Context: an optimization exercise on an open-source flow, tuned for small area, a short achievable clock period and few clock cycles. The choices shown serve that exercise and are no tape-out recipe. In this exercise RTL edits were held to simulation tests only and were not proved equivalent to the original. Power figures rest on the tool's default switching activity, not on a simulated workload.

==> inputs of v2 <==
## kw26_core
module kw26_core (
    input  wire        clk,
    input  wire        rst,           
    input  wire        cmd_valid,
    output wire        cmd_ready,
    input  wire [99:0] cmd,
    output reg         out_valid,
    output reg  [7:0]  out_data,
    output reg         resp_valid,
    output reg  [3:0]  resp_status
);
clock: 8.0 ns
lec_check: 0
cap_margin: 20
core_margin: 2
core_utilization: 55
place_density: 0.72
setup_slack_margin: 5
slew_margin: 20
run.sh (not shown) runs the stock make flow with config.mk's settings and CLKGATE_MAP_FILE= SYNTH_SCRIPT=/design/flow/synth_recipe.tcl, a recipe that flattens the netlist after the stock synthesis.
==> v12 (differences from v2) <==
--- a/flow/design.v
+++ b/flow/design.v
@@ -98,28 +98,14 @@
             dec_a[26] = g[22] ^ g[25];
             dec_a[27] = g[24] ^ g[27];
             dec_a[28] = g[26] ^ g[29];
             dec_a[29] = g[28];
             dec_a[30] = g[30];
         end
     endfunction
-    function [9:0] ytap_a(input [30:0] g);       
-        begin
-            ytap_a[0] = g[30];
-            ytap_a[1] = g[29];
-            ytap_a[2] = g[28];
-            ytap_a[3] = g[27] ^ g[30];
-            ytap_a[4] = g[26] ^ g[29];
-            ytap_a[5] = g[25] ^ g[28];
-            ytap_a[6] = g[24] ^ g[27] ^ g[30];
-            ytap_a[7] = g[23] ^ g[26] ^ g[29];
-            ytap_a[8] = g[22] ^ g[25] ^ g[28];
-            ytap_a[9] = g[21] ^ g[24] ^ g[27] ^ g[30];
-        end
-    endfunction
     function [4:0] nxt5_a(input [30:0] g);       
         begin
             nxt5_a[4] = g[25] ^ g[28];
             nxt5_a[3] = g[24] ^ g[27] ^ g[30];
             nxt5_a[2] = g[23] ^ g[26] ^ g[29];
             nxt5_a[1] = g[22] ^ g[25] ^ g[28];
             nxt5_a[0] = g[21] ^ g[24] ^ g[27] ^ g[30];
@@ -205,28 +191,14 @@
             dec_b[24] = g[20] ^ g[22];
             dec_b[25] = g[22] ^ g[24];
             dec_b[26] = g[24] ^ g[26];
             dec_b[27] = g[26] ^ g[28];
             dec_b[28] = g[28];
         end
     endfunction
-    function [9:0] ytap_b(input [28:0] g);       
-        begin
-            ytap_b[0] = g[28];
-            ytap_b[1] = g[27];
-            ytap_b[2] = g[26] ^ g[28];
-            ytap_b[3] = g[25] ^ g[27];
-            ytap_b[4] = g[24] ^ g[26] ^ g[28];
-            ytap_b[5] = g[23] ^ g[25] ^ g[27];
-            ytap_b[6] = g[22] ^ g[24] ^ g[26] ^ g[28];
-            ytap_b[7] = g[21] ^ g[23] ^ g[25] ^ g[27];
-            ytap_b[8] = g[20] ^ g[22] ^ g[24] ^ g[26] ^ g[28];
-            ytap_b[9] = g[19] ^ g[21] ^ g[23] ^ g[25] ^ g[27];
-        end
-    endfunction
     function [4:0] nxt5_b(input [28:0] g);       
         begin
             nxt5_b[4] = g[23] ^ g[25] ^ g[27];
             nxt5_b[3] = g[22] ^ g[24] ^ g[26] ^ g[28];
             nxt5_b[2] = g[21] ^ g[23] ^ g[25] ^ g[27];
             nxt5_b[1] = g[20] ^ g[22] ^ g[24] ^ g[26] ^ g[28];
             nxt5_b[0] = g[19] ^ g[21] ^ g[23] ^ g[25] ^ g[27];
@@ -300,28 +272,14 @@
             dec_c[18] = g[14] ^ g[19];
             dec_c[19] = g[16] ^ g[21];
             dec_c[20] = g[18];
             dec_c[21] = g[20];
             dec_c[22] = g[22];
         end
     endfunction
-    function [9:0] ytap_c(input [22:0] g);       
-        begin
-            ytap_c[0] = g[22];
-            ytap_c[1] = g[21];
-            ytap_c[2] = g[20];
-            ytap_c[3] = g[19];
-            ytap_c[4] = g[18];
-            ytap_c[5] = g[17] ^ g[22];
-            ytap_c[6] = g[16] ^ g[21];
-            ytap_c[7] = g[15] ^ g[20];
-            ytap_c[8] = g[14] ^ g[19];
-            ytap_c[9] = g[13] ^ g[18];
-        end
-    endfunction
     function [4:0] nxt5_c(input [22:0] g);       
         begin
             nxt5_c[4] = g[17] ^ g[22];
             nxt5_c[3] = g[16] ^ g[21];
             nxt5_c[2] = g[15] ^ g[20];
             nxt5_c[1] = g[14] ^ g[19];
             nxt5_c[0] = g[13] ^ g[18];
@@ -431,15 +389,15 @@
     wire [95:0] nreg = scr[95:0];
     wire [30:0] pa = scr[114:84];
     wire [28:0] pb = scr[83:55];
     wire [22:0] pc = scr[54:32];
     reg        shift;       
     reg        rdy;
     reg        m_resp;      
-    reg        m_step, m_enc, m_grp2, m_dec, m_peek, m_adv;
+    reg        m_step, m_enc, m_grp2, m_dec, m_peek, m_adv, m_adlast;
     reg        p_first, peek_last;
     reg        c_bad, c_key, c_step, c_peek, c_msg, c_enc, c_dec;
     reg        e_seq, e_zhi, e_zmid, e_zlo3, e_zlo5, e_ka, e_kb, e_kc, e_kr;
     reg [4:0]  e_sym;       
     reg        e_inl, e_inf;
     reg [4:0]  acnt;        
     reg [1:0]  dg_a;        
@@ -562,50 +520,14 @@
             nx_car_c = sum_c >> 2;
         end else if (acnt == 5'd13) begin
             nx_car_c = kap_c;
         end else if (car_c != 0) begin
             nx_car_c = car_c - 1'd1;
         end
     end
-    wire [3:0] kapnx_a = ({4'd0, nx_dg_a} >> 1) + (nx_car_a << 1);
-    wire [3:0] kapnx_b = ({4'd0, nx_dg_b} >> 1) + (nx_car_b << 1);
-    wire [3:0] kapnx_c = ({4'd0, nx_dg_c} >> 1) + (nx_car_c << 1);
-    wire [4:0] acnt_nx = acnt + 5'd1;
-    wire adv_end_nx = (acnt_nx >= 5'd17) && ((acnt_nx > 5'd17) ? (nx_car_a <= 4'd1) : (acnt_nx == 5'd17) && (kapnx_a == 4'd0)) && ((acnt_nx > 5'd16) ? (nx_car_b <= 4'd1) : (acnt_nx == 5'd16) && (kapnx_b == 4'd0)) && ((acnt_nx > 5'd13) ? (nx_car_c <= 4'd1) : (acnt_nx == 5'd13) && (kapnx_c == 4'd0));
-    wire [9:0] yt_a = ytap_a(ra);
-    reg  [4:0] ya_a;
-    always @(*) begin
-        if (acnt == 5'd17)
-            ya_a = {yt_a[dg_a[0:0] + 0], yt_a[dg_a[0:0] + 2], yt_a[dg_a[0:0] + 4], yt_a[dg_a[0:0] + 6], yt_a[dg_a[0:0] + 8]};
-        else if (acnt > 5'd17 && car_a != 0)
-            ya_a = {yt_a[1], yt_a[2], yt_a[3], yt_a[4], yt_a[5]};
-        else
-            ya_a = {yt_a[0], yt_a[1], yt_a[2], yt_a[3], yt_a[4]};
-    end
-    wire [9:0] yt_b = ytap_b(rb);
-    reg  [4:0] ya_b;
-    always @(*) begin
-        if (acnt == 5'd16)
-            ya_b = {yt_b[dg_b[0:0] + 0], yt_b[dg_b[0:0] + 2], yt_b[dg_b[0:0] + 4], yt_b[dg_b[0:0] + 6], yt_b[dg_b[0:0] + 8]};
-        else if (acnt > 5'd16 && car_b != 0)
-            ya_b = {yt_b[1], yt_b[2], yt_b[3], yt_b[4], yt_b[5]};
-        else
-            ya_b = {yt_b[0], yt_b[1], yt_b[2], yt_b[3], yt_b[4]};
-    end
-    wire [9:0] yt_c = ytap_c(rc);
-    reg  [4:0] ya_c;
-    always @(*) begin
-        if (acnt == 5'd13)
-            ya_c = {yt_c[dg_c[0:0] + 0], yt_c[dg_c[0:0] + 2], yt_c[dg_c[0:0] + 4], yt_c[dg_c[0:0] + 6], yt_c[dg_c[0:0] + 8]};
-        else if (acnt > 5'd13 && car_c != 0)
-            ya_c = {yt_c[1], yt_c[2], yt_c[3], yt_c[4], yt_c[5]};
-        else
-            ya_c = {yt_c[0], yt_c[1], yt_c[2], yt_c[3], yt_c[4]};
-    end
-    wire [4:0] ks5_adv = {combine(ya_a[4], ya_b[4], ya_c[4]), combine(ya_a[3], ya_b[3], ya_c[3]), combine(ya_a[2], ya_b[2], ya_c[2]), combine(ya_a[1], ya_b[1], ya_c[1]), combine(ya_a[0], ya_b[0], ya_c[0])};
     wire adv_end = (acnt >= 5'd17) && ((acnt > 5'd17) ? (car_a <= 4'd1) : (acnt == 5'd17) && (kap_a == 4'd0)) && ((acnt > 5'd16) ? (car_b <= 4'd1) : (acnt == 5'd16) && (kap_b == 4'd0)) && ((acnt > 5'd13) ? (car_c <= 4'd1) : (acnt == 5'd13) && (kap_c == 4'd0));
     reg shift_nx;
     always @(*) begin
         shift_nx = shift;
         if (!keyed)
             shift_nx = 1'b0;
         else if (m_resp && c_msg && r_ok)
@@ -624,15 +546,15 @@
         if (rdy)
             rdy_nx = !(cmd_valid &&
                        (x_adv || (x_peek && !peek_one) ||
                         (x_enc && (shift_nx ? (enc[6] && !enc[5]) : (enc[5] && !enc[6])))));
         else if (m_peek)
             rdy_nx = f_peek || (nreg[31:0] == 32'd2);
         else if (m_adv)
-            rdy_nx = adv_end_nx;
+            rdy_nx = adv_end;
         else
             rdy_nx = 1'b1;
     end
     always @(posedge clk) begin
         scr[114:96] <= pk_nx[82:64];
         if (rdy)
             scr[95:0] <= arg;
@@ -655,16 +577,16 @@
                     combine(seed_a[28], seed_b[26], seed_c[20]),
                     combine(seed_a[27], seed_b[25], seed_c[19]),
                     combine(seed_a[26], seed_b[24], seed_c[18])};
         else if (m_step && !f_step)
             ks5 <= {ks5[3:0], ks5_n5[4]};
         else if ((m_enc && !f_enc) || m_grp2 || (m_dec && !f_dec))
             ks5 <= ks5_n5;
-        else if (m_adv)
-            ks5 <= ks5_adv;
+        else if (m_adv || m_adlast)
+            ks5 <= ks5_ra;
         c_bad     <= !(o_key || o_step || o_adv || o_peek || o_msg || o_enc || o_dec);
         c_key     <= o_key;
         c_step    <= o_step;
         c_peek    <= o_peek;
         c_msg     <= o_msg;
         c_enc     <= o_enc;
         c_dec     <= o_dec;
@@ -710,14 +632,15 @@
             m_resp     <= 1'b0;
             m_step     <= 1'b0;
             m_enc      <= 1'b0;
             m_grp2     <= 1'b0;
             m_dec      <= 1'b0;
             m_peek     <= 1'b0;
             m_adv      <= 1'b0;
+            m_adlast   <= 1'b0;
         end else begin
             out_valid   <= 1'b0;
             resp_valid  <= 1'b0;
             resp_status <= ST_OK;
             rdy         <= rdy_nx;
             shift       <= shift_nx;
             if (m_resp) begin
@@ -806,18 +729,22 @@
                 else if (acnt < 5'd13)
                     rc <= st_c_2;
                 else if (acnt == 5'd13)
                     rc <= st_c_1;
                 else if (car_c != 0)
                     rc <= step_c(rc);
                 if (adv_end) begin
-                    resp_valid <= 1'b1;
-                    m_adv      <= 1'b0;
+                    m_adv    <= 1'b0;
+                    m_adlast <= 1'b1;
                 end
             end
+            if (m_adlast) begin
+                resp_valid <= 1'b1;
+                m_adlast   <= 1'b0;
+            end
             if (take) begin
                 e_sym  <= o_enc ? enc[4:0] : arg[4:0];
                 m_resp <= !(x_step || x_enc || x_dec || x_peek || x_adv);
                 m_step <= x_step;
                 m_enc  <= x_enc;
                 m_dec  <= x_dec;
                 m_peek <= x_peek;
==> flow/config.mk (replaced) <==
export PLATFORM = sky130hd
export DESIGN_NAME = kw26_core
export DESIGN_NICKNAME = kw26_core
export VERILOG_FILES = /design/flow/design.v
export SDC_FILE = /design/flow/constraint.sdc
export NUM_CORES = 4
export LEC_CHECK = 0
export CAP_MARGIN = 20
export CORE_MARGIN = 2
export CORE_UTILIZATION = 62
export PLACE_DENSITY = 0.8
export SETUP_SLACK_MARGIN = 5
export SLEW_MARGIN = 20
==> results.txt <==
item	v12	v2
Run status	finished clean	finished clean
FF-to-FF Start	acnt[4]	e_inf
NonClk Buf Share	7.40%	6.57%
Met1 track utilization from global routing	55.4%	54.8%
Post-Layout Inst Area	0.0320 mm^2	0.0319 mm^2
Die footprint	0.0469 mm^2	0.0529 mm^2
Number of vias in the routed layout	28584	28147
Resize count post-CTS	157	141
Startpoint of the most critical hold path	scr[106]	scr[102]
Total Nets Final	3435	3502
Sequential power	2380 uW	2370 uW
Area overhead of the layout relative to synthesis	14.2%	13.4%
Internal power consumption	4270 uW	4300 uW
Power density of the placed cells	213 mW/mm^2	217 mW/mm^2
PnR worst setup slack	4.83 ns	4.81 ns
Portion of total power attributed to the clock network	29.7%	29.5%
Average routed wire per standard cell	27.9 um	27.1 um
Actual transition at the worst max-transition pin	1.06 ns	1.16 ns
Total leakage power	0.0124 uW	0.0122 uW
Yosys cell types	90	96
Reg-to-reg endpoint	ra[11]	rb[0]
Synthesized-area fraction occupied by xor and xnor cells	8.68%	8.60%
Layout cell share with drive strength beyond 1	11.8%	10.9%
Testbench counts of v2, summed over its fixed seeds: cycles 1,203.
Testbench counts of v12, summed over its fixed seeds: cycles 1,227.

[what the ideal ports hide]
The flow's constraints put no driver on any port. The routed layouts listed below were extracted and timed again, unchanged, in two steps.
Step 1 (the two cells are an assumption about what drives the block):
set clk [get_ports {clk}]
set_driving_cell -lib_cell sky130_fd_sc_hd__clkbuf_16 $clk
set_driving_cell -lib_cell sky130_fd_sc_hd__buf_2 [delete_from_list [all_inputs] $clk]
Step 2 also shifts input and output timing later by t, the mid clock arrival at the registers, as if the neighbouring blocks saw the same clock.
Three values: no drivers, after step 1, after step 2; two values: the first two.
run | t, ns | slack for setup (ns) | hold slack, ns | latest minus earliest clock arrival (ns) | worst data-port slew with drivers (ns)
v2 | 0.653 | 4.806 / 4.763 / 4.110 | 0.458 / 0.458 / 0.458 | 0.036 / 0.036 | 0.10
v12 | 0.654 | 4.825 / 4.825 / 4.380 | 0.461 / 0.461 / 0.461 | 0.027 / 0.028 | 0.09
After both steps setup and hold are still met in every run listed. The setup slack of v2, which loses most, moves by -0.043 ns with the drivers and by -0.696 ns with both steps.
